This design comes from an exercise in tuning for small area and a short achievable clock period on the open sky130 flow, not from production work.
Where RTL was checked, it was by simulation tests only, not by an equivalence proof against the original.
Only the layout flow was run in runs 1 and 4; the RTL was not checked for function there.
Power figures rest on the tool's default switching activity, not on a simulated workload.

==> flow/design.v <==
module crc16_step (
    input  wire [15:0] crc_in,
    input  wire [7:0]  data,
    output wire [15:0] crc_out
);
    wire [7:0] x = crc_in[15:8] ^ data;
    wire a = x[0] ^ x[4];
    wire b = x[1] ^ x[5];
    wire c = x[2] ^ x[6];
    wire d = x[3] ^ x[7];
    wire [15:0] t = {d, c, b, a ^ x[7], x[6], x[5], x[4], d,
                     c ^ x[7], b ^ x[6], a ^ x[5], x[4], d, c, b, a};
    assign crc_out = t ^ {crc_in[7:0], 8'h00};
endmodule
module crc_link (
    input  wire        clk,
    input  wire        rst,
    input  wire        op_valid,
    input  wire [3:0]  op_code,
    input  wire [7:0]  op_arg,
    input  wire        tick,
    output wire [5:0]  stat,          
    output wire [2:0]  op_status,
    output reg  [15:0] crc,
    output reg  [2:0]  rx_err,
    output reg  [7:0]  rx_len,
    output wire [15:0] rx_crc_calc,
    output wire [15:0] rx_crc_recv,
    output wire        txm_re,
    output wire [7:0]  txm_addr,
    input  wire [7:0]  txm_rdata,
    output wire        rxm_we,
    output wire [8:0]  rxm_addr,
    output wire [7:0]  rxm_wdata,
    output wire        txd,
    input  wire        rxd
);
    wire op_crc_init = op_valid && (op_code == 4'h1);
    wire op_crc_byte = op_valid && (op_code == 4'h2);
    wire op_tx_frame = op_valid && (op_code == 4'h4);
    wire op_rx_start = op_valid && (op_code == 4'h5);
    wire [15:0] crc_next;
    crc16_step u_hcrc (.crc_in(crc), .data(op_arg), .crc_out(crc_next));
    always @(posedge clk) begin
        if (rst || op_crc_init)
            crc <= 16'h0000;
        else if (op_crc_byte)
            crc <= crc_next;
    end
    reg [2:0]  tph;
    reg [7:0]  txlen;
    reg [7:0]  ta;
    reg [15:0] tcrc;
    reg [3:0]  ts;
    reg [2:0]  tbc;
    reg [8:0]  tsr;       
    reg        pay_end;   
    reg        tre;
    wire tx_busy  = (tph != 3'd0);
    wire ts_idle  = (ts == 4'd9);
    wire ts_fetch = (ts == 4'd14);
    wire ts_start = (ts == 4'd15);
    wire tstep    = !ts_idle && !ts_fetch && (tbc == 3'd0);
    wire in_pay   = (tph == 3'd3) && !pay_end;
    assign txm_re   = tre;
    assign txm_addr = ta;
    assign txd      = tsr[0];
    wire [7:0] tbits  = tsr[8:1];
    wire       tbit   = tbits[tbc];
    wire       crc_on = ts_start && (((tph == 3'd3) && (ta != 8'h00)) || (tph == 3'd4));
    wire       tfb    = tcrc[15] ^ tbit;
    reg [7:0] tbyte;
    always @* begin
        case (tph)
            3'd1:    tbyte = 8'h02;
            3'd2:    tbyte = txlen;
            3'd3:    tbyte = pay_end ? tcrc[15:8] : txm_rdata;
            3'd4:    tbyte = tcrc[15:8];
            default: tbyte = 8'h03;
        endcase
    end
    always @(posedge clk) begin
        if (rst) begin
            tph <= 3'd0;
        end else if (!tx_busy) begin
            if (op_tx_frame) begin
                tph   <= 3'd1;
                txlen <= op_arg;
                ta    <= 8'h00;
                tcrc  <= 16'h0000;
            end
        end else begin
            if (ts_idle) begin
                if (tph == 3'd6)
                    tph <= 3'd0;
            end else if (ts_fetch) begin
                if (in_pay)
                    ta  <= ta + 8'd1;
                else
                    tph <= tph + 3'd1;
            end
            if (crc_on)
                tcrc <= {tcrc[14:12], tcrc[11] ^ tfb, tcrc[10:5], tcrc[4] ^ tfb,
                         tcrc[3:0], tfb};
        end
        pay_end <= (ta == txlen);
        tre <= !rst && (tph == 3'd3) && !pay_end && (ts == 4'd8) && (tbc == 3'd0);
    end
    always @(posedge clk) begin
        if (rst) begin
            ts <= 4'd9;
        end else if (ts_idle) begin
            if (tx_busy && tph != 3'd6)
                ts <= 4'd14;
        end else if (ts_fetch || tbc == 3'd0) begin
            ts <= ts + 4'd1;
        end
        tbc <= ts_fetch ? 3'd7 : tbc - 3'd1;
        if (ts_fetch)
            tsr[8:1] <= tbyte;
        else if (tstep)
            tsr[8:1] <= {1'b1, tsr[8:2]};
        if (rst)
            tsr[0] <= 1'b1;
        else if (ts_fetch)
            tsr[0] <= 1'b0;
        else if (tstep)
            tsr[0] <= tsr[1];
    end
    reg       rxd_m, rxd_s;
    reg [3:0] rn;       
    reg [3:0] rb;
    reg [7:0] rdat;
    reg       push, ferr;
    always @(posedge clk) begin
        rxd_m <= rxd || rst;
        rxd_s <= rxd_m || rst;
        if (rst) begin
            rn   <= 4'd0;
            push <= 1'b0;
            ferr <= 1'b0;
        end else begin
            push <= 1'b0;
            ferr <= 1'b0;
            if (rn == 4'd0) begin
                if (!rxd_s) begin
                    rn <= 4'd1;
                    rb <= 4'd11;
                end
            end else if (rb != 4'd0) begin
                rb <= rb - 4'd1;
            end else if (rn != 4'd9) begin
                rdat <= {rxd_s, rdat[7:1]};
                rn   <= rn + 4'd1;
                rb   <= 4'd7;
            end else begin
                push <= rxd_s;
                ferr <= !rxd_s;
                rn   <= 4'd0;
            end
        end
    end
    reg [7:0] f0, f1, f2, f3, f4, f5, f6;
    reg [7:0] fdout;
    reg [3:0] fc;
    wire fifo_ne   = !fc[3];
    wire fifo_full = (fc == 4'd7);
    wire do_push   = push && !fifo_full;
    wire fifo_pop;
    reg [7:0] fnext;    
    wire [63:0] fsel = {f6, f5, f4, f3, f2, f1, f0, rdat};
    always @* fnext = fc[3] ? rdat : fsel[fc[2:0]*8 +: 8];
    always @(posedge clk) begin
        if (do_push) begin
            f0 <= rdat; f1 <= f0; f2 <= f1; f3 <= f2;
            f4 <= f3;   f5 <= f4; f6 <= f5;
        end
        if (fifo_pop || (push && !fifo_ne))
            fdout <= fnext;
        if (rst)
            fc <= 4'hF;
        else
            fc <= fc + {3'b000, do_push} - {3'b000, fifo_pop};
    end
    reg ferr_flag, ovr_flag, opst;
    reg rx_busy, rx_done;
    wire rx_start = op_rx_start && !rx_busy;
    always @(posedge clk) begin
        if (rst) begin
            ferr_flag <= 1'b0;
            ovr_flag  <= 1'b0;
        end else begin
            if (ferr)
                ferr_flag <= 1'b1;
            else if (rx_start)
                ferr_flag <= 1'b0;
            if (push && fifo_full)
                ovr_flag <= 1'b1;
            else if (rx_start)
                ovr_flag <= 1'b0;
        end
    end
    always @(posedge clk) begin
        if (rst)
            opst <= 1'b0;
        else if (op_tx_frame)
            opst <= tx_busy;
        else if (op_rx_start)
            opst <= rx_busy;
    end
    assign op_status = {2'b00, opst};
    reg [8:0]  rxcnt;
    reg [6:0]  rxtimer;     
    reg [15:0] rcrc;
    reg        f02;
    reg [7:0]  prev1, prev2;
    wire link_err = ferr_flag || ovr_flag;
    assign fifo_pop = rx_busy && !link_err && fifo_ne;
    wire [15:0] rcrc_next;
    crc16_step u_rcrc (.crc_in(rcrc), .data(fdout), .crc_out(rcrc_next));
    reg [1:0] dtail;
    wire [8:0] len2 = {1'b0, rx_len} + 9'd2;
    wire hdr   = (rxcnt[8:1] == 8'h00);
    wire crchi = (rxcnt == len2);
    always @(posedge clk) begin : dfr
        reg fin;
        fin = 1'b0;
        if (rst) begin
            rx_busy <= 1'b0;
            rx_done <= 1'b0;
            rx_len  <= 8'h00;
            rx_err  <= 3'd0;
        end else if (!rx_busy) begin
            if (op_rx_start) begin
                rx_busy <= 1'b1;
                rx_done <= 1'b0;
                rxcnt   <= 9'd0;
                rx_len  <= 8'h00;
                rxtimer <= 7'h7F;
                rx_err  <= 3'd0;
                rcrc    <= 16'h0000;
                dtail   <= 2'd0;
            end
        end else if (link_err) begin
            rx_busy <= 1'b0;
            rx_done <= 1'b1;
            rx_err  <= 3'd1;
        end else begin
            if (fifo_ne) begin
                rxcnt <= rxcnt + 9'd1;
                if (dtail != 2'd2) begin
                    prev1 <= fdout;
                    prev2 <= prev1;
                end
                if (hdr) begin
                    if (!rxcnt[0]) begin
                        f02 <= (fdout == 8'h02);
                    end else if (f02) begin
                        rx_len <= fdout;
                    end else begin
                        fin = 1'b1;
                        rx_err <= 3'd3;
                    end
                end else if (dtail == 2'd2) begin
                    fin = 1'b1;
                    if (fdout != 8'h03)
                        rx_err <= 3'd5;
                    else if (rcrc != {prev2, prev1})
                        rx_err <= 3'd4;
                end else if (dtail == 2'd1 || crchi) begin
                    dtail <= dtail + 2'd1;
                end else begin
                    rcrc <= rcrc_next;
                end
            end
            if (!fin && tick) begin
                rxtimer <= {rxtimer[5:0], rxtimer[6] ^ rxtimer[5]};
                if (rxtimer == 7'h34) begin
                    fin = 1'b1;
                    rx_err <= 3'd2;
                end
            end
            if (fin) begin
                rx_busy <= 1'b0;
                rx_done <= 1'b1;
            end
        end
    end
    reg crc_shown;
    always @(posedge clk)
        if (rst || rx_start)
            crc_shown <= 1'b0;
        else if (rx_busy && !link_err && fifo_ne && !hdr && dtail == 2'd2 && fdout == 8'h03)
            crc_shown <= 1'b1;
    assign rx_crc_calc = crc_shown ? rcrc : 16'h0000;
    assign rx_crc_recv = crc_shown ? {prev2, prev1} : 16'h0000;
    assign rxm_we    = fifo_pop;
    assign rxm_addr  = rxcnt;
    assign rxm_wdata = fdout;
    assign stat = {ovr_flag, ferr_flag, fifo_ne, rx_done, rx_busy, tx_busy};
endmodule
==> flow/run.sh <==
#!/bin/bash
# synth_recipe.tcl (not shown) runs the flow's synth.tcl, then flattens the netlist and writes it again
# the make line also repeats each setting of config.mk as NAME=value (left out here)
make -C /OpenROAD-flow-scripts/flow DESIGN_CONFIG=/design/flow/config.mk WORK_HOME=/design/flow/orfs CLKGATE_MAP_FILE= SYNTH_SCRIPT=/design/flow/synth_recipe.tcl finish
==> flow/config.mk <==
export PLATFORM = sky130hd
export DESIGN_NAME = crc_link
export DESIGN_NICKNAME = crc_link
export VERILOG_FILES = /design/flow/design.v
export SDC_FILE = /design/flow/constraint.sdc
export NUM_CORES = 4
export LEC_CHECK = 0
export ABC_CLOCK_PERIOD_IN_PS = 2500
export CAP_MARGIN = 20
export CORE_MARGIN = 2
export CORE_UTILIZATION = 40
export SETUP_SLACK_MARGIN = 2.0
export SLEW_MARGIN = 20
==> flow/constraint.sdc <==
create_clock -name core_clock -period 4.5 [get_ports {clk}]
set_input_delay 0.9000 -clock core_clock [delete_from_list [all_inputs] [get_ports {clk}]]
set_output_delay 0.9000 -clock core_clock [all_outputs]
set_load 0.01 [all_outputs]
==> flow_summary.ini, run 1 <==
[clocking]
ctsRootBufferMaster = clkbuf_16
clockBufferDepth = 3
cts-hold-fix-buffers = 0
cts-buffers-inserted = 25
clkLatencyLatePin_ps = 540
clk_pin_slew_worst_paths_ps = 60
clock-sinks = 225
htreeDepth = 1
cts_tree = done

[synth]
yosysSeqAreaShare = 0.571
synth_area_mm2 = 0.0108
yosysMostFrequentCell = edfxtp_1
syn-instance-count = 893
yosysTopAreaCell = edfxtp_1
synthFlopType = edfxtp_1
synthMuxAreaShare = 0.0645
synth_compound_area_frac = 0.0656
synth-xor-area-share = 0.0810
synthAdderAreaFrac = 0.0319
yosys.area.top_type_share = 0.464
synthTopCellsByCount = edfxtp_1 (167), nor2_1 (79), xnor2_1 (75), and2_1 (62), dfxtp_1 (58)
async_flop_share = 0
ys_types = 77
synth_enable_flop_cells = 167
synth_top_family_by_area = simple AND/OR/NAND/NOR gates
yosys.area_share.simple = 0.151
ys_warn_count = 1
synth_area_leaders = edfxtp_1 (46%), dfxtp_1 (11%), xnor2_1 (6.1%)
syn_avg_cell_area_um2 = 12.1
ys_seq_elements = 225

[floorplanning]
ios = 121
rows = 60
die_w_um = 168
start_util = 0.405
die_area_mm2 = 0.0284
floorplan.core_area_mm2 = 0.0267
dieHeight_um = 168

[grt]
grt_pass1_vias = 7000
antenna_found_initial = 0
grtUsageTotal = 0.172
grt-ovfl-total = 0
grt_pass1_wl_um = 39000
grt_max_degree = 57

[final_layout]
fillers = 2362
drive_above_1_share = 0.166
layout.nets = 1113
antenna_cells = 0
areaGrowthSynthToFinish_pct = 26.1

[status]
outcome = no timing/DRC/antenna violations

[worst_setup_path]
critPathLaunch = tph[0]
cp.required_ps = 3600
worstPathMaxFanout = 4
worstSetupStartpointType = flop
reg2reg_from = rxcnt[5]
crit_arrival_ps = 1670
endpoint_kind = output port
path_class = flop to output port

[power_and_ir_drop]
p_leak_uw = 0.00490
powerDensity_mw_per_mm2 = 322
vdd_ir_drop_max_uv = 187
total_power_uw = 4390

[sta]
setup_violations = 0
slew_violations = 0
fmax_mhz = 389
rsz0062_at_grt = true
hold_violations = 0
worst_pin_slew_ps = 919
slew_headroom = 0.386
skew_ps = 21.3
setup-tns-final_ps = 0
timing.final.crit_share = 0.571
min_period_ps = 2570

[place]
dpl.hpwl_um = 16300
gp_congestion = 0.829
io_buffers = 118

[drt]
routedWlPerCell_um = 17.7
wl_um = 25100
drc = 0
antenna_left = 0
vias = 7292
drt_iter0_markers = 496
dr.pass1.iters = 5
via_per_inst = 5.13

[job]
cap_violations = 0

[worst_hold_path]
hp-start = rxd_m
hold_class = flop to flop
==> layout make-up <==
type                    instances  area (um2)  area share
repair inverters                1        5.00    0.000367
multi-input cells             590        4440       0.326
flip-flops and latches        225        6190       0.454
clock buffers                  38         714      0.0524
repair buffers                181        1660       0.122
inverters                      37         146      0.0107
well taps                     341         427      0.0313
clock inverters                 8        58.8     0.00431
==> metal layers <==
layer | vias to the layer above | global-route usage | wire, um
li1 | 3537 | - | -
met1 | 3562 | 0.250 | 12000
met2 | 166 | 0.276 | 11600
met3 | 27 | 0.0255 | 1090
met4 | 0 | 0.0386 | 387
met5 | - | 0 | 0
==> logic make-up after synthesis <==
group / Yosys count
AO/OA/AOI/OAI: 107
XOR/XNOR: 100
adder cells (fa/ha/maj): 27
buffers and inverters: 79
flip-flops: 225
multiplexers: 46
other: 1
AND/OR/NAND/NOR: 308
==> metrics by stage <==
stage / worst slack, ps / util / hold slack, ps / cell area (um2) / std cells
after floorplan: 1950 / - / 389 / 10900 / 894
after global placement: 1090 / 0.460 / 397 / 12300 / 1318
after detailed placement: 1090 / 0.460 / 399 / 12300 / 1318
after CTS: 1830 / 0.502 / 412 / 13400 / 1402
after global routing: 1840 / 0.510 / 417 / 13600 / 1421
final: 1930 / 0.510 / 409 / 13600 / 1421
==> worst max-delay path, stage by stage, from the launching register on <==
cell and delay, ps:
dfxtp_1 340, inv_2 80, ha_2 190, nor2b_4 180, clkinvlp_4 110, clkdlybuf4s15_1 240
==> registers in the layout, indices dropped and copies added (netlist names), 9 cells and up <==
name   cells
crc       16
rcrc      16
tcrc      16
rxcnt      9
tsr        9
==> report_power, final <==
group | switching (uW) | internal [uW]
Sequential | 24.0 | 2230
Combinational | 102 | 98.9
Clock | 832 | 1100
Total | 958 | 3430
==> path summary, 6_finish.rpt <==
check               endpoint  slack [ps]  depth (start not counted)
setup reg to reg  rxtimer[3]        2060                          6
hold / removal         rxd_s         410                          1
hold reg to reg        rxd_s         410                          1
setup / recovery     stat[0]        1930                          5
==> cells in the final DEF, fill, tap and decap left out, drive strengths merged, types with 5 or more instances in the layout <==
master / instances
xnor2: 75
nor2b: 6
nor4: 9
nor3b: 5
mux2: 10
mux2i: 18
ha: 26
clkdlybuf4s50: 79
nand4: 11
clkinv: 8
and3: 5
and2: 62
mux4: 18
nand3b: 5
nor2: 79
inv: 35
buf: 64
nor3: 14
edfxtp: 167
nand2b: 14
a21oi: 31
dfxtp: 58
o21ai: 25
o21a: 5
nand2: 54
xor2: 25
dlygate4sd2: 35
clkbuf: 38
a211oi: 10
nand3: 18
a222oi: 6
==> what timing repair did <==
item,4_1_cts,5_1_grt
setup endpoints to repair,121,94
resized for setup,63,20
cloned,1,0
pin swaps,4,6
buffers inserted,37,19
==> run 2: changes to the inputs <==
--- a/flow/design.v
+++ b/flow/design.v
@@ -56,7 +56,7 @@
     reg [8:0]  tsr;       
     reg        pay_end;   
     reg        tre;
-    wire tx_busy  = (tph != 3'd0);
+    reg        tx_busy;   
     wire ts_idle  = (ts == 4'd9);
     wire ts_fetch = (ts == 4'd14);
     wire ts_start = (ts == 4'd15);
@@ -81,18 +81,22 @@
     end
     always @(posedge clk) begin
         if (rst) begin
-            tph <= 3'd0;
+            tph     <= 3'd0;
+            tx_busy <= 1'b0;
         end else if (!tx_busy) begin
             if (op_tx_frame) begin
-                tph   <= 3'd1;
+                tph     <= 3'd1;
+                tx_busy <= 1'b1;
                 txlen <= op_arg;
                 ta    <= 8'h00;
                 tcrc  <= 16'h0000;
             end
         end else begin
             if (ts_idle) begin
-                if (tph == 3'd6)
-                    tph <= 3'd0;
+                if (tph == 3'd6) begin
+                    tph     <= 3'd0;
+                    tx_busy <= 1'b0;
+                end
             end else if (ts_fetch) begin
                 if (in_pay)
                     ta  <= ta + 8'd1;
--- a/flow/config.mk
+++ b/flow/config.mk
@@ -8,6 +8,8 @@
 export ABC_CLOCK_PERIOD_IN_PS = 2500
 export CAP_MARGIN = 20
 export CORE_MARGIN = 2
-export CORE_UTILIZATION = 40
+export CORE_UTILIZATION = 65
+export CTS_CLUSTER_DIAMETER = 80
+export CTS_CLUSTER_SIZE = 40
 export SETUP_SLACK_MARGIN = 2.0
 export SLEW_MARGIN = 20
==> run 2 against run 1 <==
Combinational power is 4% higher; synthesized cell count is 1.1% higher; clock-buffer cell count is 21 lower; critical endpoint is now rxm_addr[6]; largest cell class unchanged; largest power group unchanged.
==> flow_summary.ini, run 2 <==
[floorplanning]
dieHeight_um = 133
start_util = 0.659
floorplan.core_area_mm2 = 0.0165
die_w_um = 133
die_area_mm2 = 0.0178
ios = 121
rows = 47

[power_and_ir_drop]
p_leak_uw = 0.00460
powerDensity_mw_per_mm2 = 282
vdd_ir_drop_max_uv = 332
total_power_uw = 3680

[final_layout]
multi_input_area_mm2 = 0.00450
layout.nets = 1095
seq_area_mm2 = 0.00621
drive_above_1_share = 0.132
antenna_cells = 0
areaGrowthSynthToFinish_pct = 20.4
reg.largest.list = crc x16, rcrc x16, tcrc x16
final_common_cell = edfxtp_1
final_area_mm2 = 0.0131
fillers = 989
final_cell_mix = edfxtp_1 (167), clkdlybuf4s50_1 (82), xnor2_1 (72)

[clocking]
ctsRootBufferMaster = clkbuf_16
clk_pin_slew_worst_paths_ps = 90
clock-sinks = 226
cts-buffers-inserted = 12
clkLatencyLatePin_ps = 480
clockBufferDepth = 3
htreeDepth = 1
cts_tree = done

[synth]
syn-instance-count = 903
synth_area_mm2 = 0.0109
async_flop_share = 0
synthTopCellsByCount = edfxtp_1 (167), xnor2_1 (72), and2_1 (64), nand2_1 (62), dfxtp_1 (59)
synth_enable_flop_cells = 167
yosysMostFrequentCell = edfxtp_1
synthFlopType = edfxtp_1
synth_area_leaders = edfxtp_1 (46%), dfxtp_1 (11%), xnor2_1 (5.8%)
yosysSeqAreaShare = 0.571
ys_types = 71
yosys.area.top_type_share = 0.462
ys_warn_count = 1
syn_avg_cell_area_um2 = 12.0
yosysTopAreaCell = edfxtp_1
ys_seq_elements = 226

[worst_setup_path]
crit_arrival_ps = 1590
critical-path-top-delay-family = buffers and inverters
critPathBufInv = 1
cpPeakStageDelay_ps = 600
path_class = flop to output port
worst_path_max_delay_cell = clkdlybuf4s50_1
cp.required_ps = 3600
crit_chain = clkdlybuf4s50_1
endpoint_kind = output port
worstSetupStartpointType = flop
worstPathMaxFanout = 6

[place]
gp_congestion = 0.865
placed_area_mm2 = 0.0122
dpl_worst_slack_ps = 1170
io_buffers = 118
dpl.hpwl_um = 16600

[worst_hold_path]
hold_class = flop to flop

[drt]
vias = 7651
routedWlPerCell_um = 19.4
antenna_left = 0
drt_iter0_markers = 699
wl_um = 24600
via_per_inst = 6.03
dr.pass1.iters = 7
drc = 0

[sta]
hold_violations = 0
fmax_mhz = 401
fin_ws_ps = 2010
skew_ps = 18.3
slew_violations = 0
setup_violations = 0
timing.final.crit_share = 0.554
rsz0062_at_grt = true
min_period_ps = 2490
setup-tns-final_ps = 0
slew_headroom = 0.338
worst_pin_slew_ps = 985

[status]
outcome = no timing/DRC/antenna violations

[grt]
grt-ovfl-total = 0
grtUsageTotal = 0.271
grt_pass1_wl_um = 38500
grt_pass1_vias = 7369
grt_max_degree = 34
antenna_found_initial = 0

[job]
cap_violations = 0
==> run 2: cell types whose count changed in the layout (fill, tap and decap cells not counted), moves of 7 or more <==
cell       delta
mux2i_1       -7
buf_4        -14
a21oi_1      +11
clkbuf_16    -12
nor2_1       -25
nand3_1       +9
==> run 2: metal layers <==
| layer | part of all wire | vias up | track usage | routed length (um) |
|---|---|---|---|---|
| met5 | 0 | - | 0 | 0 |
| met4 | 0.016 | 0 | 0.0621 | 395 |
| met1 | 0.41 | 3734 | 0.382 | 10100 |
| met3 | 0.073 | 39 | 0.0369 | 1790 |
| li1 | - | 3540 | - | - |
| met2 | 0.50 | 338 | 0.457 | 12300 |
==> run 2: per-stage QoR <==
step / util / instances / hold WS, ps
floorplan: - / 904 / 389
CTS: 0.779 / 1250 / 415
detailed placement: 0.741 / 1204 / 393
finish: 0.793 / 1269 / 416
global placement: 0.741 / 1204 / 392
global route: 0.793 / 1269 / 428
==> run 2: power breakdown <==
part	switching, uW	internal [uW]	leakage (uW)	total (uW)
combinational	105	105	0.00245	210
sequential	27.4	2240	0.00197	2270
clock	646	560	0.000184	1210
total	779	2900	0.00460	3680
==> run 2: cell families (layout without fill, tap and decap cells) <==
group	count (synthesis)	in the layout	synth area share
other cells	1	2	0.000345
fa+ha+maj	27	27	0.0318
flops	226	226	0.571
xor+xnor	98	98	0.0791
buf+inv	79	223	0.0318
simple gates	309	309	0.153
compound gates	125	126	0.0764
mux	38	38	0.0568
==> run 2: worst paths after layout <==
path	start	cells past startpoint	slack [ps]	endpoint
worst max-delay path	rxcnt[6]	1	2010	rxm_addr[6]
worst min-delay path	rxd_m	1	420	rxd_s
worst max register to register	rxcnt[2]	6	2060	rx_len[6]
worst min register to register	rxd_m	1	420	rxd_s
==> run 2: layout make-up <==
type	instances	share of cell area
timing repair inverter	1	0.000575
timing repair buffer	167	0.119
sequential	226	0.475
clock inverter	3	0.00220
clock buffer	17	0.0268
multi-input combinational	600	0.344
inverter	35	0.0109
tap	220	0.0211
==> run 2: what timing repair did <==
item,CTS,global route
cloned,2,0
gates resized for setup,56,21
buffers inserted,24,19
endpoints found under the setup margin,160,83
hold buffers,0,0
pin swaps,2,5
==> run 3: changes to the inputs <==
--- a/flow/config.mk
+++ b/flow/config.mk
@@ -8,8 +8,6 @@
 export ABC_CLOCK_PERIOD_IN_PS = 2500
 export CAP_MARGIN = 20
 export CORE_MARGIN = 2
-export CORE_UTILIZATION = 65
-export CTS_CLUSTER_DIAMETER = 80
-export CTS_CLUSTER_SIZE = 40
+export CORE_UTILIZATION = 40
 export SETUP_SLACK_MARGIN = 2.0
 export SLEW_MARGIN = 20
==> run 3 against run 2 <==
Still clean; fmax up 0.84%; synthesized cell count unchanged; cell area increased by 4.7%; combinational power rose by 2%; wire length rose by 1.4%; worst setup slack gained 21 ps; first-iteration DRC count up 3.6%; via count is 3.1% lower; critical path depth is the same; highest routed layer unchanged; area after synthesis unchanged; register-to-register slack better by 20 ps; total power grew 21%.
==> flow_summary.ini, run 3 <==
[synth]
yosysTopAreaCell = edfxtp_1
ys_seq_elements = 226
synth_enable_flop_cells = 167
ys_warn_count = 1
syn_avg_cell_area_um2 = 12.0
syn-instance-count = 903
synth_area_mm2 = 0.0109
synthFlopType = edfxtp_1
synth_area_leaders = edfxtp_1 (46%), dfxtp_1 (11%), xnor2_1 (5.8%)
yosysMostFrequentCell = edfxtp_1
yosys.area.top_type_share = 0.462
ys_types = 71
yosysSeqAreaShare = 0.571
async_flop_share = 0
synthTopCellsByCount = edfxtp_1 (167), xnor2_1 (72), and2_1 (64), nand2_1 (62), dfxtp_1 (59)

[drt]
vias = 7417
drt_iter0_markers = 724
antenna_left = 0
routedWlPerCell_um = 17.6
wl_um = 24900
drc = 0
via_per_inst = 5.23
dr.pass1.iters = 7

[worst_setup_path]
r2r_setup_slack_ps = 2080
worstPathMaxFanout = 6
crit_chain = clkdlybuf4s50_1
reg2reg_from = rxcnt[2]
crit_arrival_ps = 1570
worst_path_max_delay_cell = clkdlybuf4s50_1
critPathBufInv = 1
cpPeakStageDelay_ps = 590
cp.required_ps = 3600
critical-path-top-delay-family = buffers and inverters
endpoint_kind = output port
worstSetupStartpointType = flop
timing.rr.end = rxtimer[6]
path_class = flop to output port
rr_worst_depth = 7

[power_and_ir_drop]
p_leak_uw = 0.00488
powerDensity_mw_per_mm2 = 325
total_power_uw = 4450
vdd_ir_drop_max_uv = 243

[worst_hold_path]
worst_hold_path.num_cells = 1
whs_endpoint = rxd_s
hold_class = flop to flop
hp-start = rxd_m

[floorplanning]
rows = 60
dieHeight_um = 169
start_util = 0.405
ios = 121
die_w_um = 169
die_area_mm2 = 0.0285
floorplan.core_area_mm2 = 0.0268

[sta]
worst_pin_slew_ps = 1010
skew_ps = 13.2
fmax_mhz = 405
slew_headroom = 0.323
hold_violations = 0
fin_ws_ps = 2030
setup_violations = 0
min_period_ps = 2470
rsz0062_at_grt = true
setup-tns-final_ps = 0
slew_violations = 0
timing.final.crit_share = 0.549

[status]
outcome = no timing/DRC/antenna violations

[place]
gp_congestion = 0.811
dpl.hpwl_um = 16700
dpl_worst_slack_ps = 1280
placed_area_mm2 = 0.0124
io_buffers = 118
post-place-cells = 1329

[clocking]
clkLatencyLatePin_ps = 520
clockBufferDepth = 3
cts_tree = done
clk_pin_slew_worst_paths_ps = 60
cts-buffers-inserted = 24
ctsRootBufferMaster = clkbuf_16
clock-sinks = 226
cts-hold-fix-buffers = 0
htreeDepth = 1

[grt]
grtUsageTotal = 0.172
antenna_found_initial = 0
grt_pass1_vias = 7104
grt_pass1_wl_um = 38900
grt-ovfl-total = 0
grt_max_degree = 57

[final_layout]
reg.largest.list = crc x16, rcrc x16, tcrc x16
antenna_cells = 0
final_common_cell = edfxtp_1
multi_input_area_mm2 = 0.00451
seq_area_mm2 = 0.00621
layout.nets = 1113
areaGrowthSynthToFinish_pct = 26.0
final_cells = 1419
fillers = 2341
final_cell_mix = edfxtp_1 (167), clkdlybuf4s50_1 (80), xnor2_1 (72)
drive_above_1_share = 0.152
final_area_mm2 = 0.0137

[job]
cap_violations = 0
run 3: cell counts after synthesis:
Identical to the previous run, type by type.
run 3: metal layers:
layer / track usage / vias up / wire, um / part of all wire
li1: - / 3596 / - / -
met1: 0.253 / 3631 / 12100 / 0.48
met2: 0.268 / 159 / 11400 / 0.46
met3: 0.0248 / 31 / 1020 / 0.041
met4: 0.0439 / 0 / 499 / 0.020
met5: 0 / - / 0 / 0
run 3: cell type report:
type / count / share of cell area
inverter: 35 / 0.00988
clock buffer: 30 / 0.0463
timing repair buffer: 174 / 0.118
tap: 341 / 0.0312
clock inverter: 13 / 0.0112
sequential: 226 / 0.454
multi-input combinational: 600 / 0.330
run 3: kinds of logic after synthesis:
group           share of synthesized area
flops                               0.571
other cells                      0.000345
fa+ha+maj                          0.0318
simple gates                        0.153
compound gates                     0.0764
xor+xnor                           0.0791
buf+inv                            0.0318
mux                                0.0568
run 3: worst max path at each step:
stage | start | to | slack (ps) | cells after the start
2_1_floorplan | op_code[3] | rcrc[0] | 1950 | 5
3_3_place_gp | op_code[1] | tcrc[4] | 1340 | 5
3_5_place_dp | op_code[1] | tcrc[4] | 1280 | 5
4_1_cts | fc[3] | stat[3] | 1790 | 2
5_1_grt | rx_busy | stat[1] | 1950 | 2
6_report | rxcnt[6] | rxm_addr[6] | 2030 | 1
run 3: worst reg2reg max path: stages (launching register included):
cell and delay, ps:
edfxtp_1 480, buf_4 190, or4_4 540, o21ai_4 240
a21o_1 180, a31oi_1 120, nor3_4 240, buf_12 140
run 3: per-stage QoR:
step | hold slack (ps) | util
floorplan | 389 | -
global placement | 395 | 0.462
detailed placement | 392 | 0.462
CTS | 407 | 0.501
global route | 421 | 0.511
finish | 407 | 0.511
run 3: report_power, final:
| group | switching [uW] | internal [uW] |
|---|---|---|
| sequential | 26.7 | 2240 |
| clock | 798 | 1170 |
| combinational | 108 | 107 |
run 3: what timing repair did:
item                                    in CTS  in global routing
pin swaps                                    1                  5
gates resized for setup                     57                 22
cloned                                       1                  0
setup buffers                               27                 19
endpoints found under the hold margin        0                  0
endpoints found under the setup margin     164                 91
==> run 4: changes to the inputs <==
--- a/flow/design.v
+++ b/flow/design.v
@@ -240,7 +240,6 @@
                 rx_done <= 1'b0;
                 rxcnt   <= 9'd0;
                 rx_len  <= 8'h00;
-                rxtimer <= 7'h7F;
                 rx_err  <= 3'd0;
                 rcrc    <= 16'h0000;
                 dtail   <= 2'd0;
@@ -277,12 +276,9 @@
                     rcrc <= rcrc_next;
                 end
             end
-            if (!fin && tick) begin
-                rxtimer <= {rxtimer[5:0], rxtimer[6] ^ rxtimer[5]};
-                if (rxtimer == 7'h34) begin
-                    fin = 1'b1;
-                    rx_err <= 3'd2;
-                end
+            if (!fin && tick && rxtimer == 7'h34) begin
+                fin = 1'b1;
+                rx_err <= 3'd2;
             end
             if (fin) begin
                 rx_busy <= 1'b0;
@@ -290,6 +286,11 @@
             end
         end
     end
+    always @(posedge clk)
+        if (rx_start)
+            rxtimer <= 7'h7F;
+        else if (tick)
+            rxtimer <= {rxtimer[5:0], rxtimer[6] ^ rxtimer[5]};
     reg crc_shown;
     always @(posedge clk)
         if (rst || rx_start)
==> flow/flow/run.sh (new file) <==
#!/bin/bash
# Layout: the standard ORFS flow, unchanged except that the port
# buffers buffer_ports inserts during global placement are
# sky130_fd_sc_hd__buf_1 (timing repair still resizes them as needed)
# instead of the flow's default pick, clkdlybuf4s50_1.
set -euo pipefail
cd "$(dirname "$0")/.."
export BUFFER_PORTS_ARGS="-buffer_cell sky130_fd_sc_hd__buf_1"
bash standard.sh finish > standard_flow.log 2>&1
==> flow/standard.sh (new file) <==
#!/bin/bash
# synth_recipe.tcl (not shown) runs the flow's synth.tcl, then flattens the netlist and writes it again
# the make line also repeats each setting of config.mk as NAME=value (left out here)
make -C /OpenROAD-flow-scripts/flow DESIGN_CONFIG=/design/flow/config.mk WORK_HOME=/design/flow/orfs CLKGATE_MAP_FILE= SYNTH_SCRIPT=/design/flow/synth_recipe.tcl "${@:-finish}"
==> flow/config.mk (replaced) <==
export PLATFORM = sky130hd
export DESIGN_NAME = crc_link
export DESIGN_NICKNAME = crc_link
export VERILOG_FILES = /design/flow/design.v
export SDC_FILE = /design/flow/constraint.sdc
export NUM_CORES = 4
export LEC_CHECK = 0
export ABC_CLOCK_PERIOD_IN_PS = 2000
export CAP_MARGIN = 20
export CORE_MARGIN = 2
export CORE_UTILIZATION = 65
export CTS_CLUSTER_DIAMETER = 60
export CTS_CLUSTER_SIZE = 30
export SETUP_SLACK_MARGIN = 2.4
export SLEW_MARGIN = 20
removed: flow/run.sh
==> run 4 against run 3 <==
Core utilization increased by 32 points; cell count down 7.3%; synthesized cell count fell by 1.3%; still clean on timing, DRC and antenna; largest cell class unchanged; die area is 39% lower; cell area down 2.3%; combinational power grew 15%.
==> flow_summary.ini, run 4 <==
[worst_setup_path]
r2r_setup_slack_ps = 2200
worstPathMaxFanout = 9
worstSetupStartpointType = flop
worst_path_max_delay_cell = dfxtp_4
critPathLaunch = crc_shown
crit_arrival_ps = 1420
path_class = flop to output port
endpoint_kind = output port
critPathBufInv = 2
reg2reg_from = rxcnt[5]
crit_chain = buf_12, and2_1, clkbuf_2
critical-path-top-delay-family = flip-flops
cp.required_ps = 3600
cpPeakStageDelay_ps = 440

[final_layout]
final_cell_mix = edfxtp_1 (160), buf_4 (79), xnor2_1 (76), buf_1 (76), nand2_1 (67)
final_common_cell = edfxtp_1
seq_area_mm2 = 0.00615
fillers = 825
reg.largest.list = crc x16, rcrc x16, tcrc x16
areaGrowthSynthToFinish_pct = 25.1
layout.nets = 1140
drive_above_1_share = 0.259
multi_input_area_mm2 = 0.00461

[floorplanning]
dieHeight_um = 132
ios = 121
start_util = 0.668
floorplan.core_area_mm2 = 0.0160
die_w_um = 132
die_area_mm2 = 0.0175
rows = 46

[power_and_ir_drop]
p_leak_uw = 0.00484
p_sw_frac = 0.252
intPower_uw = 3160
vdd_ir_drop_max_uv = 325
p_switching_uw = 1070
powerDensity_mw_per_mm2 = 316
p_comb_frac = 0.058
clock_power_share = 0.394
seq_power_share = 0.547

[synth]
ys_warn_count = 1
yosys.area.top_type_share = 0.450
synth-xor-area-share = 0.0869
synth_area_mm2 = 0.0107
synthTopCellsByCount = edfxtp_1 (160), xnor2_1 (76), nand2_1 (69), nor2_1 (67), dfxtp_1 (66)
ys_seq_elements = 226
yosysTopAreaCell = edfxtp_1
synth_top_family_by_area = simple AND/OR/NAND/NOR gates
async_flop_share = 0
synthFlopType = edfxtp_1
synth_compound_area_frac = 0.0573
yosys.area_share.simple = 0.159
synth_area_leaders = edfxtp_1 (45%), dfxtp_1 (12%), xnor2_1 (6.2%)
yosysMostFrequentCell = edfxtp_1
synth_enable_flop_cells = 160
ys_types = 63
syn_avg_cell_area_um2 = 12.0
synthAdderAreaFrac = 0.0323
syn-instance-count = 891
synthMuxAreaShare = 0.0623
yosysSeqAreaShare = 0.574

[drt]
routedWlPerCell_um = 21.1
antenna_left = 0
drt_iter0_markers = 777
drc = 0
vias = 7838
wl_um = 27800
dr.pass1.iters = 6
via_per_inst = 5.96

[place]
gp_congestion = 0.886
io_buffers = 118
dpl.hpwl_um = 16300
dpl_worst_slack_ps = 1460

[sta]
rsz0062_at_grt = true
hold_violations = 0
setup-tns-final_ps = 0
fin_ws_ps = 2180
fmax_mhz = 432
slew_headroom = 0.517
skew_ps = 23.5
setup_violations = 0
timing.final.crit_share = 0.515
min_period_ps = 2320
slew_violations = 0
worst_pin_slew_ps = 723

[grt]
grtUsageTotal = 0.298
grt_max_degree = 33
grt_pass1_wl_um = 41200
grt_pass1_vias = 7613
antenna_found_initial = 1
grt-ovfl-total = 0

[clocking]
htreeDepth = 1
ctsRootBufferMaster = clkbuf_16
clk_pin_slew_worst_paths_ps = 100
clockBufferDepth = 3
cts_tree = done
cts-buffers-inserted = 16
clock-sinks = 226
clkLatencyLatePin_ps = 520

[worst_hold_path]
hold_class = flop to flop
hp-start = rxd_m

[status]
outcome = no timing/DRC/antenna violations

[job]
cap_violations = 0
run 4: what timing repair did:
action | CTS | global route
gates resized for setup | 87 | 76
pin swaps | 19 | 13
setup endpoints to repair | 205 | 120
buffers inserted | 68 | 21
gates cloned | 4 | 2
hold buffers | 0 | 0
run 4: cell families after synthesis:
family | count (synthesis)
AND/OR/NAND/NOR | 322
buffers and inverters | 71
flip-flops | 226
other | 1
AO/OA/AOI/OAI | 95
XOR/XNOR | 106
multiplexers | 43
adder cells (fa/ha/maj) | 27
run 4: final timing paths:
path	endpoint	cells past startpoint
setup / recovery	rx_crc_recv[7]	3
hold / removal	rxd_s	1
setup reg to reg	rx_err[2]	6
hold reg to reg	rxd_s	1
run 4: power by group through the flow:
stage | Combinational [uW] | Clock [uW] | Sequential (uW)
2_1_floorplan | 171 | 0 | 2350
3_3_place_gp | 206 | 0 | 2350
3_5_place_dp | 221 | 0 | 2360
4_1_cts | 239 | 1680 | 2310
5_1_grt | 271 | 1760 | 2320
6_report | 246 | 1670 | 2310
run 4: through the flow:
stage	instances	total power [uW]	cell area (um2)	hold slack, ps	utilization
3_5_place_dp	1191	2580	11400	407	0.711
3_3_place_gp	1191	2560	11400	393	0.711
2_1_floorplan	892	2520	10800	389	-
6_report	1315	4230	13400	430	0.835
4_1_cts	1291	4230	12900	431	0.806
5_1_grt	1314	4360	13400	446	0.835
run 4: area by class of cell:
class                           instances  share of cell area
Timing Repair Buffer                  217               0.118
Antenna cell                            1            0.000187
Sequential cell                       226               0.460
Clock inverter                         11              0.0148
Tap cell                              216              0.0202
Multi-Input combinational cell        595               0.345
Inverter                               30             0.00936
Clock buffer                           17              0.0318
Timing Repair inverter                  2            0.000936
run 4: routing by layer:
metal  up-vias  share of wire  track usage
met1      3816           0.38        0.389
li1       3564              -            -
met5         -              0            0
met2       364           0.50        0.513
met4         0          0.040        0.103
met3        94          0.078       0.0458

separate check: timing with driven ports:
The flow's constraints put no driver on any port. The routed layouts listed below were extracted and timed again, unchanged, in two steps.
Step 1 assumes that a clkbuf_16 drives the clock port and a buf_2 every other input.
Step 2 times the ports against the registers' clock, not the clock port: input delays grow and output delays shrink by t, the midpoint of the rising clock arrivals with the driver on.
Three values: no drivers, after step 1, after step 2; two values: the first two.
run	t (ns)	setup slack, ns	hold WS [ns]	worst setup path after step 2	slew at the worst register clock pin (ns)
run 1	0.577	1.930 / 1.884 / 1.586	0.409 / 0.409 / 0.409	input to register	0.06 / 0.06
run 2	0.512	2.009 / 1.964 / 1.546	0.416 / 0.416 / 0.416	input to register	0.10 / 0.10
run 3	0.558	2.030 / 1.983 / 1.517	0.407 / 0.407 / 0.407	input to register	0.06 / 0.06
run 4	0.548	2.183 / 2.137 / 1.857	0.430 / 0.430 / 0.430	input to register	0.11 / 0.11
After both steps every run listed still meets setup and hold. The setup slack of run 3, which loses most, moves by -0.047 ns with the drivers and by -0.513 ns with both steps.
